From an optimization exercise on the open Yosys and OpenROAD flow, aimed at small area; shortcuts taken in it are not production practice. Function was checked by simulation only, so behaviour that the tests miss may differ from the original. Power figures rest on the tool's default switching activity, not on a simulated workload.

Design vtx_rx_decoder, start of the top module:
module vtx_rx_decoder (
    input  wire        clk,
    input  wire        rst,           
    input  wire        proto,         
    input  wire        rx_valid,
    input  wire [7:0]  rx_data,
    output reg  [1:0]  sa_version,    
    output reg         sa_channel_vld,
    output reg  [7:0]  sa_channel,
    output reg         sa_power_vld,
    output reg  [7:0]  sa_power,
    output reg         sa_mode_vld,
    output reg  [7:0]  sa_mode,
    output reg         sa_freq_vld,
    output reg  [15:0] sa_freq,
    output reg         sa_pit_freq_vld,
    output wire [15:0] sa_pit_freq,
    output reg  [31:0] sa_bad_preamble,
    output reg  [31:0] sa_bad_length,
    output reg  [31:0] sa_crc_err,
    output reg         sa_frame_ok,   
    output reg  [7:0]  sa_frame_code,
    output reg  [15:0] tr_min_freq,
    output reg  [15:0] tr_max_freq,
    output reg  [15:0] tr_max_power,
    output reg  [15:0] tr_obs_freq,
    output reg  [15:0] tr_obs_power,
    output reg  [7:0]  tr_ctrl_flags,
    output reg         tr_obs_pit,
    output reg  [15:0] tr_act_power,
    output reg  [15:0] tr_temp,
    output reg  [31:0] tr_bad_frame,
    output reg         tr_frame_ok,   
    output wire [7:0]  tr_frame_code
);
export LEC_CHECK = 0
export CAP_MARGIN = 20
export CORE_MARGIN = 2
export CORE_UTILIZATION = 70
export CTS_BUF_LIST = sky130_fd_sc_hd__clkbuf_4
export SLEW_MARGIN = 20
create_clock -name core_clock -period 10.0 [get_ports {clk}]
standard.sh (not shown) runs the stock make flow with config.mk's settings and CLKGATE_MAP_FILE= SYNTH_SCRIPT=/design/flow/synth_recipe.tcl, a recipe that flattens the netlist after the stock synthesis.
==> flow/flow/run.sh <==
#!/bin/bash
# Layout flow: the standard ORFS flow (standard.sh), with three changes:
#  - synthesis is the standard one (synth_recipe.tcl, ORFS synth.tcl), except that
#    the final ABC technology mapping uses the area-oriented script in
#    flow/abc_area.script;
#  - the port buffers that global placement inserts use sky130_fd_sc_hd__buf_1;
#  - clock tree synthesis inserts no dummy loads, and clusters at most 9
#    flip-flops within 35 um per sky130_fd_sc_hd__clkbuf_4.
# Each tool's full output goes to ORFS's own logs under orfs/logs/, and this
# script's output to flow_run.log, all in the work folder.
set -euo pipefail
W=$(pwd)
exec > >(tee -a "$W/flow_run.log") 2>&1

# synth.tcl with the ABC script replaced (the line after the preamble is sourced)
sed '/^source \$::env(SCRIPTS_DIR)\/synth_preamble.tcl$/a set abc_args [lreplace $abc_args 1 1 '"$W"'/flow/abc_area.script]' \
    "$FLOW_HOME/scripts/synth.tcl" > "$W/own_synth_body.tcl"
grep -q "abc_area.script" "$W/own_synth_body.tcl"
sed 's#source \$::env(SCRIPTS_DIR)/synth.tcl#source '"$W"'/own_synth_body.tcl#' \
    "$W/synth_recipe.tcl" > "$W/own_synth.tcl"
grep -q "own_synth_body.tcl" "$W/own_synth.tcl"

# standard.sh with the synthesis script swapped
sed 's#SYNTH_SCRIPT=[^ ]*#SYNTH_SCRIPT='"$W"'/own_synth.tcl#' "$W/standard.sh" > "$W/own_standard.sh"
grep -q "own_synth.tcl" "$W/own_standard.sh"

export BUFFER_PORTS_ARGS="-buffer_cell sky130_fd_sc_hd__buf_1"
export CTS_ARGS="-sink_clustering_enable -repair_clock_nets -dont_use_dummy_load -buf_list sky130_fd_sc_hd__clkbuf_4 -sink_clustering_size 9 -sink_clustering_max_diameter 35"
bash "$W/own_standard.sh" finish
test -f "$W/out/final.def"
==> flow/flow/abc_area.script <==
strash
dc2
dc2
&get -n
&st
&dch -f
&nf -R 1000 -p
&put
strash
dc2
dc2
&get -n
&st
&dch -f
&nf -R 1000 -p
&put
topo
Next try:
--- a/flow/design.v
+++ b/flow/design.v
@@ -58,46 +58,33 @@
     wire sa_body    = sa_ph[3];
     wire sa_last    = (sa_rem == 5'd0);
     wire sa_is_cmd  = (sa_ph == 4'd2);
     wire sa_is_len  = (sa_ph == 4'd3);
     wire sa_set_cls = (sa_cmd[7:5] == 3'd0) && (sa_cmd[2:0] == 3'd1) && !(sa_cmd[4] && sa_cmd[3]);
     wire sa_c04     = (sa_cmd == 8'h04);
     wire sa_len_bad = (rx_data[7:5] != 3'd0) || (rx_data[4] && rx_data[3:0] != 4'd0);
-    wire sa_pre     = (sa_ph[3:1] == 3'd0);
-    wire [7:0] sa_crc_nx = crc8_byte(sa_crc, rx_data);
+    wire [7:0] sa_crc_nx = crc8_byte(sa_is_cmd ? CRC_PREAMBLE : sa_crc, rx_data);
     wire sa_data_in = sa_in && sa_body && !sa_last;
     wire sa_crc_in  = sa_in && sa_body && sa_last;
     wire sa_good    = sa_crc_in && (sa_crc == rx_data);
     wire sa_full    = (sa_ph[2:0] == 3'd5);
     always @(posedge clk) begin
-        if (sa_pre)
-            sa_crc <= CRC_PREAMBLE;
-        else if (sa_in)
+        if (sa_in)
             sa_crc <= sa_crc_nx;
         if (sa_in && sa_is_cmd)
             sa_cmd <= rx_data;
         if (sa_in && sa_is_len)
             sa_rem <= rx_data[4:0];
         else if (sa_data_in)
             sa_rem <= sa_rem - 5'd1;
-    end
-    wire [4:0] sa_at;
-    assign sa_at[0] = (sa_ph[2:0] == 3'd0);
-    assign sa_at[1] = (sa_ph[2:0] == 3'd1);
-    assign sa_at[2] = (sa_ph[2:0] == 3'd2);
-    assign sa_at[3] = (sa_ph[2:0] == 3'd3);
-    assign sa_at[4] = (sa_ph[2:0] == 3'd4);
-    wire [4:0] sa_s_ld = {5{sa_data_in}} & sa_at;
-    wire [4:0] sa_s_hd = ~({5{sa_in}} & sa_at);
-    always @(posedge clk) begin
-        sa_s0 <= (rx_data & {8{sa_s_ld[0]}}) | (sa_s0 & {8{sa_s_hd[0]}});
-        sa_s1 <= (rx_data & {8{sa_s_ld[1]}}) | (sa_s1 & {8{sa_s_hd[1]}});
-        sa_s2 <= (rx_data & {8{sa_s_ld[2]}}) | (sa_s2 & {8{sa_s_hd[2]}});
-        sa_s3 <= (rx_data & {8{sa_s_ld[3]}}) | (sa_s3 & {8{sa_s_hd[3]}});
-        sa_s4 <= (rx_data & {8{sa_s_ld[4]}}) | (sa_s4 & {8{sa_s_hd[4]}});
+        if (sa_data_in && sa_ph[2:0] == 3'd0) sa_s0 <= rx_data;
+        if (sa_data_in && sa_ph[2:0] == 3'd1) sa_s1 <= rx_data;
+        if (sa_data_in && sa_ph[2:0] == 3'd2) sa_s2 <= rx_data;
+        if (sa_data_in && sa_ph[2:0] == 3'd3) sa_s3 <= rx_data;
+        if (sa_data_in && sa_ph[2:0] == 3'd4) sa_s4 <= rx_data;
     end
     wire nrst      = !rst;
     wire sa_set_ok = sa_good && sa_set_cls;
     wire ld_fc     = sa_good;
     wire ld_ver    = sa_set_ok;
     wire ld_ch     = sa_set_ok && (sa_ph[2:0] != 3'd0);
     wire ld_pw     = sa_set_ok && (sa_ph[2:1] != 2'd0);
@@ -177,23 +164,19 @@
     wire tr_end  = tr_in && (tr_cnt == 4'd15);
     wire tr_good = tr_end && (tr_code != 2'd0) && (rx_data == 8'h00);
     always @(posedge clk) begin
         if (tr_in && tr_cnt == 4'd1)
             tr_code <= {tr_is_v | tr_is_s, tr_is_r | tr_is_s};
         else if (tr_in && tr_cnt == 4'd14 && tr_sum != rx_data)
             tr_code <= 2'd0;
-        if (tr_cnt == 4'd0)
-            tr_sum <= 8'd0;
-        else if (tr_in)
-            tr_sum <= tr_sum + rx_data;
-    end
-    wire tr_sh_ld = tr_in && tr_cnt[3:1] != 3'd0 && tr_cnt <= 4'd9;
-    wire tr_sh_hd = !tr_in || tr_cnt >= 4'd10;
-    always @(posedge clk)
-        tr_buf <= ({rx_data, tr_buf[63:8]} & {64{tr_sh_ld}}) | (tr_buf & {64{tr_sh_hd}});
+        if (tr_in)
+            tr_sum <= (tr_cnt == 4'd1 ? 8'd0 : tr_sum) + rx_data;
+        if (tr_in && tr_cnt >= 4'd2 && tr_cnt <= 4'd9)
+            tr_buf <= {rx_data, tr_buf[63:8]};
+    end
     wire ld_tfc = tr_good;
     wire ld_r   = tr_good && tr_code == 2'd1 && tr_w1 != 16'd0 && tr_w2 != 16'd0 && tr_w3 != 16'd0;
     wire ld_v   = tr_good && tr_code == 2'd2;
     wire ld_s   = tr_good && tr_code == 2'd3 && tr_w3 != 16'd0;
     always @(posedge clk) begin
         tr_frame_ok   <= nrst & tr_good;
         tr_fc         <= (tr_code & {2{nrst & ld_tfc}}) | (tr_fc & {2{nrst & !ld_tfc}});
=> The new run passed the timing, DRC and antenna checks. Combinational power increases by 140%. Sequential share of layout area increases by 5.5 points. Clock-buffer cell count increases by 5. Critical path depth increases by 2. Global-route usage decreases by 1.2 points. Flip-flop and latch count is unchanged. Cell count decreases by 4.3%. Register-to-register slack gains 0.02 ns.

---

vtx_rx_decoder with an RTL version that a note above also has.
Size in the first run: about 1300 cells after synthesis, ~470 flip-flops, ~340 I/O pins, ~0.016 mm2 of cells after synthesis.
==> flow/config.mk <==
export PLATFORM = sky130hd
export DESIGN_NAME = vtx_rx_decoder
export DESIGN_NICKNAME = vtx_rx_decoder
export VERILOG_FILES = /design/flow/design.v
export SDC_FILE = /design/flow/constraint.sdc
export NUM_CORES = 4
export LEC_CHECK = 0
export CAP_MARGIN = 20
export CORE_MARGIN = 2
export CORE_UTILIZATION = 70
export CTS_BUF_LIST = sky130_fd_sc_hd__clkbuf_4
export SLEW_MARGIN = 20
==> flow/constraint.sdc <==
create_clock -name core_clock -period 10.0 [get_ports {clk}]
set_input_delay 2.0000 -clock core_clock [delete_from_list [all_inputs] [get_ports {clk}]]
set_output_delay 2.0000 -clock core_clock [all_outputs]
set_load 0.01 [all_outputs]
==> flow/flow/run.sh <==
#!/bin/bash
# Layout flow: the standard ORFS flow (standard.sh), with three changes:
#  - synthesis is the standard one (synth_recipe.tcl, ORFS synth.tcl), except that
#    the final ABC technology mapping uses the area-oriented script in
#    flow/abc_area.script;
#  - the port buffers that global placement inserts use sky130_fd_sc_hd__buf_1;
#  - clock tree synthesis inserts no dummy loads, and clusters at most 10
#    flip-flops within 40 um per sky130_fd_sc_hd__clkbuf_4.
# Each tool's full output goes to ORFS's own logs under orfs/logs/, and this
# script's output to flow_run.log, all in the work folder.
set -euo pipefail
W=$(pwd)
exec > >(tee -a "$W/flow_run.log") 2>&1

# synth.tcl with the ABC script replaced (the line after the preamble is sourced)
sed '/^source \$::env(SCRIPTS_DIR)\/synth_preamble.tcl$/a set abc_args [lreplace $abc_args 1 1 '"$W"'/flow/abc_area.script]' \
    "$FLOW_HOME/scripts/synth.tcl" > "$W/own_synth_body.tcl"
grep -q "abc_area.script" "$W/own_synth_body.tcl"
sed 's#source \$::env(SCRIPTS_DIR)/synth.tcl#source '"$W"'/own_synth_body.tcl#' \
    "$W/synth_recipe.tcl" > "$W/own_synth.tcl"
grep -q "own_synth_body.tcl" "$W/own_synth.tcl"

# standard.sh with the synthesis script swapped
sed 's#SYNTH_SCRIPT=[^ ]*#SYNTH_SCRIPT='"$W"'/own_synth.tcl#' "$W/standard.sh" > "$W/own_standard.sh"
grep -q "own_synth.tcl" "$W/own_standard.sh"

export BUFFER_PORTS_ARGS="-buffer_cell sky130_fd_sc_hd__buf_1"
export CTS_ARGS="-sink_clustering_enable -repair_clock_nets -dont_use_dummy_load -buf_list sky130_fd_sc_hd__clkbuf_4 -sink_clustering_size 10 -sink_clustering_max_diameter 40"
bash "$W/own_standard.sh" finish
test -f "$W/out/final.def"
==> flow/flow/abc_area.script <==
strash
dc2
dc2
&get -n
&st
&dch -f
&nf -R 1000 -p
&put
topo
Then changed:
--- a/flow/design.v
+++ b/flow/design.v
@@ -146,12 +146,13 @@
                 sa_crc_err <= sa_crc_err + 32'd1;
         end
     end
     reg [3:0]  tr_cnt;
     reg [1:0]  tr_code;
     reg [7:0]  tr_sum;
+    reg        tr_chk_ok;
     reg [63:0] tr_buf;      
     reg [1:0]  tr_fc;
     assign tr_frame_code = {1'b0, {3{tr_fc != 2'd0}}, 1'b0,
                             tr_fc == 2'd2, tr_fc != 2'd0, tr_fc == 2'd3};
     wire tr_is_r = (rx_data == 8'h72);
     wire tr_is_v = (rx_data == 8'h76);
@@ -159,20 +160,20 @@
     wire tr_code_ok = tr_is_r || tr_is_v || tr_is_s;
     wire [15:0] tr_w1 = tr_buf[15:0];
     wire [15:0] tr_w2 = tr_buf[31:16];
     wire [15:0] tr_w3 = tr_buf[47:32];
     wire [15:0] tr_w4 = tr_buf[63:48];
     wire tr_end  = tr_in && (tr_cnt == 4'd15);
-    wire tr_good = tr_end && (tr_code != 2'd0) && (rx_data == 8'h00);
+    wire tr_good = tr_end && tr_chk_ok && (rx_data == 8'h00);
     always @(posedge clk) begin
         if (tr_in && tr_cnt == 4'd1)
             tr_code <= {tr_is_v | tr_is_s, tr_is_r | tr_is_s};
-        else if (tr_in && tr_cnt == 4'd14 && tr_sum != rx_data)
-            tr_code <= 2'd0;
         if (tr_in)
             tr_sum <= (tr_cnt == 4'd1 ? 8'd0 : tr_sum) + rx_data;
+        if (tr_in && tr_cnt == 4'd14)
+            tr_chk_ok <= (tr_sum == rx_data);
         if (tr_in && tr_cnt >= 4'd2 && tr_cnt <= 4'd9)
             tr_buf <= {rx_data, tr_buf[63:8]};
     end
     wire ld_tfc = tr_good;
     wire ld_r   = tr_good && tr_code == 2'd1 && tr_w1 != 16'd0 && tr_w2 != 16'd0 && tr_w3 != 16'd0;
     wire ld_v   = tr_good && tr_code == 2'd2;
After rerunning:
- non-clock buffer count grows by 1
- hold slack gains 0.077 ns
- combinational power shrinks by a quarter to a third
- die area is about the same
- clock power grows slightly

what the ideal ports hide:
No port has a modelled driver above. Below, the same layouts with a new extraction and two added sets of constraints.
Step 1, drivers: a clkbuf_16 drives clk and a buf_2 each remaining input, both assumed.
Step 2, shift: input delay + t, output delay - t, t = (earliest + latest rising clock arrival at the registers) / 2. This alone moves slack from input paths to output paths.
Slacks: no drivers / after step 1 / after step 2; pairs: no drivers / after step 1.
run	shift t [ns]	setup WS [ns]	worst setup path at the end
the first run of note 1	0.736	3.335 / 3.359 / 2.624	input to register
the second run of note 1	0.709	3.405 / 3.422 / 2.713	input to register
the first run of note 2	0.726	3.125 / 3.143 / 2.417	input to register
the second run of note 2	0.704	3.301 / 3.317 / 2.614	input to register
After both steps every run listed still meets setup and hold. The setup slack of the first run of note 1, which loses most, moves by +0.024 ns with the drivers and by -0.711 ns with both steps.
